Context: an optimization exercise on an open-source flow, tuned for small area, a short achievable clock period and few clock cycles. The choices shown serve that exercise and are no tape-out recipe. Only simulation tests tie the RTL to the original design; equivalence was not proved. Power is estimated from default activity; no workload was simulated.

==> flow/design.v <==
module rbsm_matcher #(
    parameter PAT_MAX = 8,     
    parameter N_SLOT  = 11     
) (
    input  wire        clk,
    input  wire        rst,           
    input  wire        pl_clr,        
    input  wire        pl_push,       
    input  wire [3:0]  pl_slot,
    input  wire [7:0]  pl_byte,
    input  wire        cmd_wait,
    input  wire        cmd_mok,
    input  wire        cmd_merr,
    input  wire        cmd_clr,
    input  wire [31:0] cmd_timeout,
    input  wire        ms_tick,
    input  wire        rx_valid,
    input  wire [7:0]  rx_byte,
    output wire        rx_ready,
    output wire        busy,
    output reg         done,
    output reg  [2:0]  outcome,
    output wire        urc_valid,
    output reg  [2:0]  urc_index,
    input  wire        urc_done
);
    localparam LW = $clog2(PAT_MAX + 1);
    localparam HN = PAT_MAX - 1;           
    localparam [2:0] O_OK      = 3'd1,
                     O_ERROR   = 3'd2,
                     O_TIMEOUT = 3'd3,
                     O_MATCH1  = 3'd4;
    reg        busy_r, scan_r, urc_r, rep_r;
    reg        mok, merr;
    reg [31:0] remain;
    reg        dirty;                      
    assign busy      = busy_r;
    assign rx_ready  = scan_r;
    assign urc_valid = urc_r;
    wire take   = rx_valid && scan_r;
    wire accept = !busy_r && cmd_wait;
    reg [8*PAT_MAX-1:0] pat [0:N_SLOT-1];
    reg [LW-1:0]        len [0:N_SLOT-1];
    reg       ld_clr, ld_push;
    reg [3:0] ld_slot;
    reg [7:0] ld_byte;
    always @(posedge clk) begin
        ld_clr  <= pl_clr && !rst;
        ld_push <= pl_push && !pl_clr && !rst;
        ld_slot <= pl_slot;
        ld_byte <= pl_byte;
    end
    reg [N_SLOT-1:0] len_is1;
    integer s;
    always @(*) begin
        for (s = 0; s < N_SLOT; s = s + 1)
            len_is1[s] = ((ld_clr || ld_push) && ld_slot == s) ? (ld_push && len[s] == 0)
                                                               : (len[s] == 1);
    end
    always @(posedge clk) begin
        for (s = 0; s < N_SLOT; s = s + 1) begin
            if (rst || (ld_clr && ld_slot == s))
                len[s] <= {LW{1'b0}};
            else if (ld_push && ld_slot == s && len[s] != PAT_MAX)
                len[s] <= len[s] + 1'b1;
            if (ld_push && ld_slot == s && len[s] != PAT_MAX)
                pat[s] <= {pat[s][8*PAT_MAX-9:0], ld_byte};
        end
    end
    reg [8*HN-1:0] hist;
    reg [HN-1:0]   hval;
    reg [7:0]      rbyte;                  
    wire [7:0] nbyte = rep_r ? rbyte : rx_byte;
    wire clr_hist = (accept && cmd_clr) || (urc_r && urc_done);
    wire clr_pre  = clr_hist || (accept && dirty && !hval[0]);
    wire unshift  = accept && !cmd_clr && dirty && hval[0];
    reg [N_SLOT-1:0] pre, pre_n;
    reg              ok_k;
    integer i, k;
    always @(*) begin
        for (i = 0; i < N_SLOT; i = i + 1) begin
            ok_k = (nbyte == pat[i][15:8]);
            for (k = 2; k < PAT_MAX; k = k + 1)
                if (k < len[i] && !(hval[k-2] && hist[8*(k-2) +: 8] == pat[i][8*k +: 8]))
                    ok_k = 1'b0;
            pre_n[i] = (len[i] == 1) || (len[i] > 1 && ok_k);
        end
    end
    reg pre_ok, pre_err;
    wire pre_ok_n  = (nbyte == 8'h0D) && hval[1] && (hist[15:0] == {"O", "K"});
    wire pre_err_n = (nbyte == 8'h0D) && hval[4] &&
                     (hist[39:0] == {"E", "R", "R", "O", "R"});
    always @(posedge clk) begin
        if (take || rep_r) begin
            pre     <= pre_n;
            pre_ok  <= pre_ok_n;
            pre_err <= pre_err_n;
        end else if (clr_pre) begin
            pre     <= len_is1;
            pre_ok  <= 1'b0;
            pre_err <= 1'b0;
        end
    end
    always @(posedge clk) begin
        if (rst || clr_hist)
            hval <= {HN{1'b0}};
        else if (unshift)
            hval <= {1'b0, hval[HN-1:1]};
        else if (take || rep_r)
            hval <= {hval[HN-2:0], 1'b1};
    end
    always @(posedge clk) begin
        if (unshift) begin
            hist  <= {hist[8*HN-1 -: 8], hist[8*HN-1:8]};
            rbyte <= hist[7:0];
        end else if (take || rep_r) begin
            hist  <= {hist[8*HN-9:0], nbyte};
        end
    end
    always @(posedge clk) begin
        if (rst || pl_clr || pl_push)
            dirty <= 1'b1;
        else if (clr_pre || rep_r)
            dirty <= 1'b0;
    end
    reg [N_SLOT-1:0] hit;
    integer j;
    always @(*) begin
        for (j = 0; j < N_SLOT; j = j + 1)
            hit[j] = pre[j] && (rx_byte == pat[j][7:0]);
    end
    wire lf     = (rx_byte == 8'h0A);
    wire hit_ok = mok && pre_ok && lf;
    wire hit_er = merr && pre_err && lf;
    wire       urc_any = |hit[7:0];
    wire       out_any = |hit[10:8] || hit_ok || hit_er;
    reg  [2:0] arb_idx, arb_outcome;
    integer u;
    always @(*) begin
        arb_idx = 3'd0;
        for (u = 7; u >= 0; u = u - 1)
            if (hit[u]) arb_idx = u[2:0];
        if (hit[8])       arb_outcome = O_MATCH1;
        else if (hit[9])  arb_outcome = O_MATCH1 + 3'd1;
        else if (hit[10]) arb_outcome = O_MATCH1 + 3'd2;
        else if (hit_ok)  arb_outcome = O_OK;
        else              arb_outcome = O_ERROR;
    end
    wire remain_zero = (remain == 32'd0);
    wire finish = scan_r && (rx_valid ? (out_any && !urc_any) : remain_zero);
    always @(posedge clk) begin
        if (rst) begin
            busy_r <= 1'b0;
            scan_r <= 1'b0;
            urc_r  <= 1'b0;
            rep_r  <= 1'b0;
            done   <= 1'b0;
        end else begin
            done  <= finish;
            rep_r <= unshift;
            if (!busy_r) begin
                busy_r <= cmd_wait;
                scan_r <= cmd_wait && !unshift;
            end else if (rep_r) begin
                scan_r <= 1'b1;
            end else if (urc_r) begin
                if (urc_done) begin
                    urc_r  <= 1'b0;
                    scan_r <= 1'b1;
                end
            end else begin
                if (take && urc_any) begin
                    scan_r <= 1'b0;
                    urc_r  <= 1'b1;
                end
                if (finish) begin
                    scan_r <= 1'b0;
                    busy_r <= 1'b0;
                end
            end
        end
    end
    always @(posedge clk) begin
        if (accept) begin
            mok    <= cmd_mok;
            merr   <= cmd_merr;
            remain <= cmd_timeout;
        end else if (busy_r && ms_tick && !remain_zero) begin
            remain <= remain - 1'b1;
        end
        outcome <= rx_valid ? arb_outcome : O_TIMEOUT;
        if (scan_r)
            urc_index <= arb_idx;
    end
endmodule
Settings: LEC_CHECK=0, CAP_MARGIN=0, CORE_MARGIN=2, CORE_UTILIZATION=50, CTS_CLUSTER_DIAMETER=80, CTS_CLUSTER_SIZE=24, PLACE_DENSITY=0.62, SETUP_SLACK_MARGIN=5, SLEW_MARGIN=0; clock period 8.0 ns.
run.sh (not shown) runs the stock make flow with config.mk's settings and CLKGATE_MAP_FILE= SYNTH_SCRIPT=/design/flow/synth_recipe.tcl, a recipe that flattens the netlist after the stock synthesis.
Testbench counts at the start, summed over its fixed seeds: cycles 21,841.
Change:
--- a/flow/design.v
+++ b/flow/design.v
@@ -32,4 +32,5 @@
                      O_MATCH1  = 3'd4;
     reg        busy_r, scan_r, urc_r, rep_r;
+    reg [2:0]  rcnt;
     reg        mok, merr;
     reg [31:0] remain;
@@ -70,19 +71,21 @@
     reg [8*HN-1:0] hist;
     reg [HN-1:0]   hval;
-    reg [7:0]      rbyte;                  
-    wire [7:0] nbyte = rep_r ? rbyte : rx_byte;
+    wire [7:0] nbyte = rep_r ? hist[8*HN-1 -: 8] : rx_byte;
     wire clr_hist = (accept && cmd_clr) || (urc_r && urc_done);
     wire clr_pre  = clr_hist || (accept && dirty && !hval[0]);
-    wire unshift  = accept && !cmd_clr && dirty && hval[0];
-    reg [N_SLOT-1:0] pre, pre_n;
+    wire replay   = accept && !cmd_clr && dirty && hval[0];
+    wire rep_end  = rep_r && rcnt == HN - 1;
+    reg [N_SLOT-1:0] pre_a, pre_r, pre_a_n, pre_r_n;
+    wire [N_SLOT-1:0] pre = pre_a & pre_r;
     reg              ok_k;
     integer i, k;
     always @(*) begin
         for (i = 0; i < N_SLOT; i = i + 1) begin
-            ok_k = (nbyte == pat[i][15:8]);
+            pre_a_n[i] = (len[i] == 1) || (nbyte == pat[i][15:8]);
+            ok_k = (len[i] != 0);
             for (k = 2; k < PAT_MAX; k = k + 1)
                 if (k < len[i] && !(hval[k-2] && hist[8*(k-2) +: 8] == pat[i][8*k +: 8]))
                     ok_k = 1'b0;
-            pre_n[i] = (len[i] == 1) || (len[i] > 1 && ok_k);
+            pre_r_n[i] = ok_k;
         end
     end
@@ -93,9 +96,11 @@
     always @(posedge clk) begin
         if (take || rep_r) begin
-            pre     <= pre_n;
+            pre_a   <= pre_a_n;
+            pre_r   <= pre_r_n;
             pre_ok  <= pre_ok_n;
             pre_err <= pre_err_n;
         end else if (clr_pre) begin
-            pre     <= len_is1;
+            pre_a   <= {N_SLOT{1'b1}};
+            pre_r   <= len_is1;
             pre_ok  <= 1'b0;
             pre_err <= 1'b0;
@@ -105,21 +110,21 @@
         if (rst || clr_hist)
             hval <= {HN{1'b0}};
-        else if (unshift)
-            hval <= {1'b0, hval[HN-1:1]};
-        else if (take || rep_r)
+        else if (rep_r)
+            hval <= {hval[HN-2:0], hval[HN-1]};
+        else if (take)
             hval <= {hval[HN-2:0], 1'b1};
     end
     always @(posedge clk) begin
-        if (unshift) begin
-            hist  <= {hist[8*HN-1 -: 8], hist[8*HN-1:8]};
-            rbyte <= hist[7:0];
-        end else if (take || rep_r) begin
-            hist  <= {hist[8*HN-9:0], nbyte};
-        end
+        if (take || rep_r)
+            hist <= {hist[8*HN-9:0], nbyte};
+        if (replay)
+            rcnt <= 3'd0;
+        else if (rep_r)
+            rcnt <= rcnt + 1'b1;
     end
     always @(posedge clk) begin
         if (rst || pl_clr || pl_push)
             dirty <= 1'b1;
-        else if (clr_pre || rep_r)
+        else if (clr_pre || rep_end)
             dirty <= 1'b0;
     end
@@ -158,10 +163,11 @@
         end else begin
             done  <= finish;
-            rep_r <= unshift;
             if (!busy_r) begin
                 busy_r <= cmd_wait;
-                scan_r <= cmd_wait && !unshift;
+                scan_r <= cmd_wait && !replay;
+                rep_r  <= replay;
             end else if (rep_r) begin
-                scan_r <= 1'b1;
+                scan_r <= rep_end;
+                rep_r  <= !rep_end;
             end else if (urc_r) begin
                 if (urc_done) begin
=> The changed run completed with no timing, DRC or antenna violations. Register-to-register slack improved by 0.08 ns. Via count went down by about 7%. Power came out higher by about 0.5%. Die area is lower by 1.9%. Clock skew drops by 0.0040 ns. Routed wire length decreases by 9.4%. Synthesized cell count shrinks by about 6%. Critical path depth rises by 2. Area after synthesis went down by about 2%. Fmax barely changes. Design area shrinks by 3.0%. First-iteration DRC count went down by 10%.
Testbench counts after the change, summed over its fixed seeds: cycles 21,841.

==> afterwards: timing with drivers on the ports <==
The results above use ideal ports. As a check the final layouts listed here were re-extracted and re-timed, cells and wires unchanged. Step 1: set_driving_cell puts a clkbuf_16 on clk and a buf_2 on each other input, an assumption about the parent block. Step 2 adds t to the input delays and takes it off the output delays; t is the mean of the earliest and latest rising clock arrival at the registers after step 1. Input paths then give back, and output paths get back, about the clock's delay inside the block. Slacks: no drivers / after step 1 / after step 2; pairs: no drivers / after step 1.
run	t, ns	setup slack, ns	worst setup path after step 2	latest minus earliest clock arrival (ns)
the first run	0.691	4.993 / 5.010 / 4.348	input to register	0.029 / 0.029
the second run	0.677	4.991 / 5.008 / 4.353	input to register	0.028 / 0.027
After both steps every run listed still meets setup and hold. For the first run, which loses most, drivers alone change the setup slack by +0.017 ns; drivers and shift together by -0.645 ns.
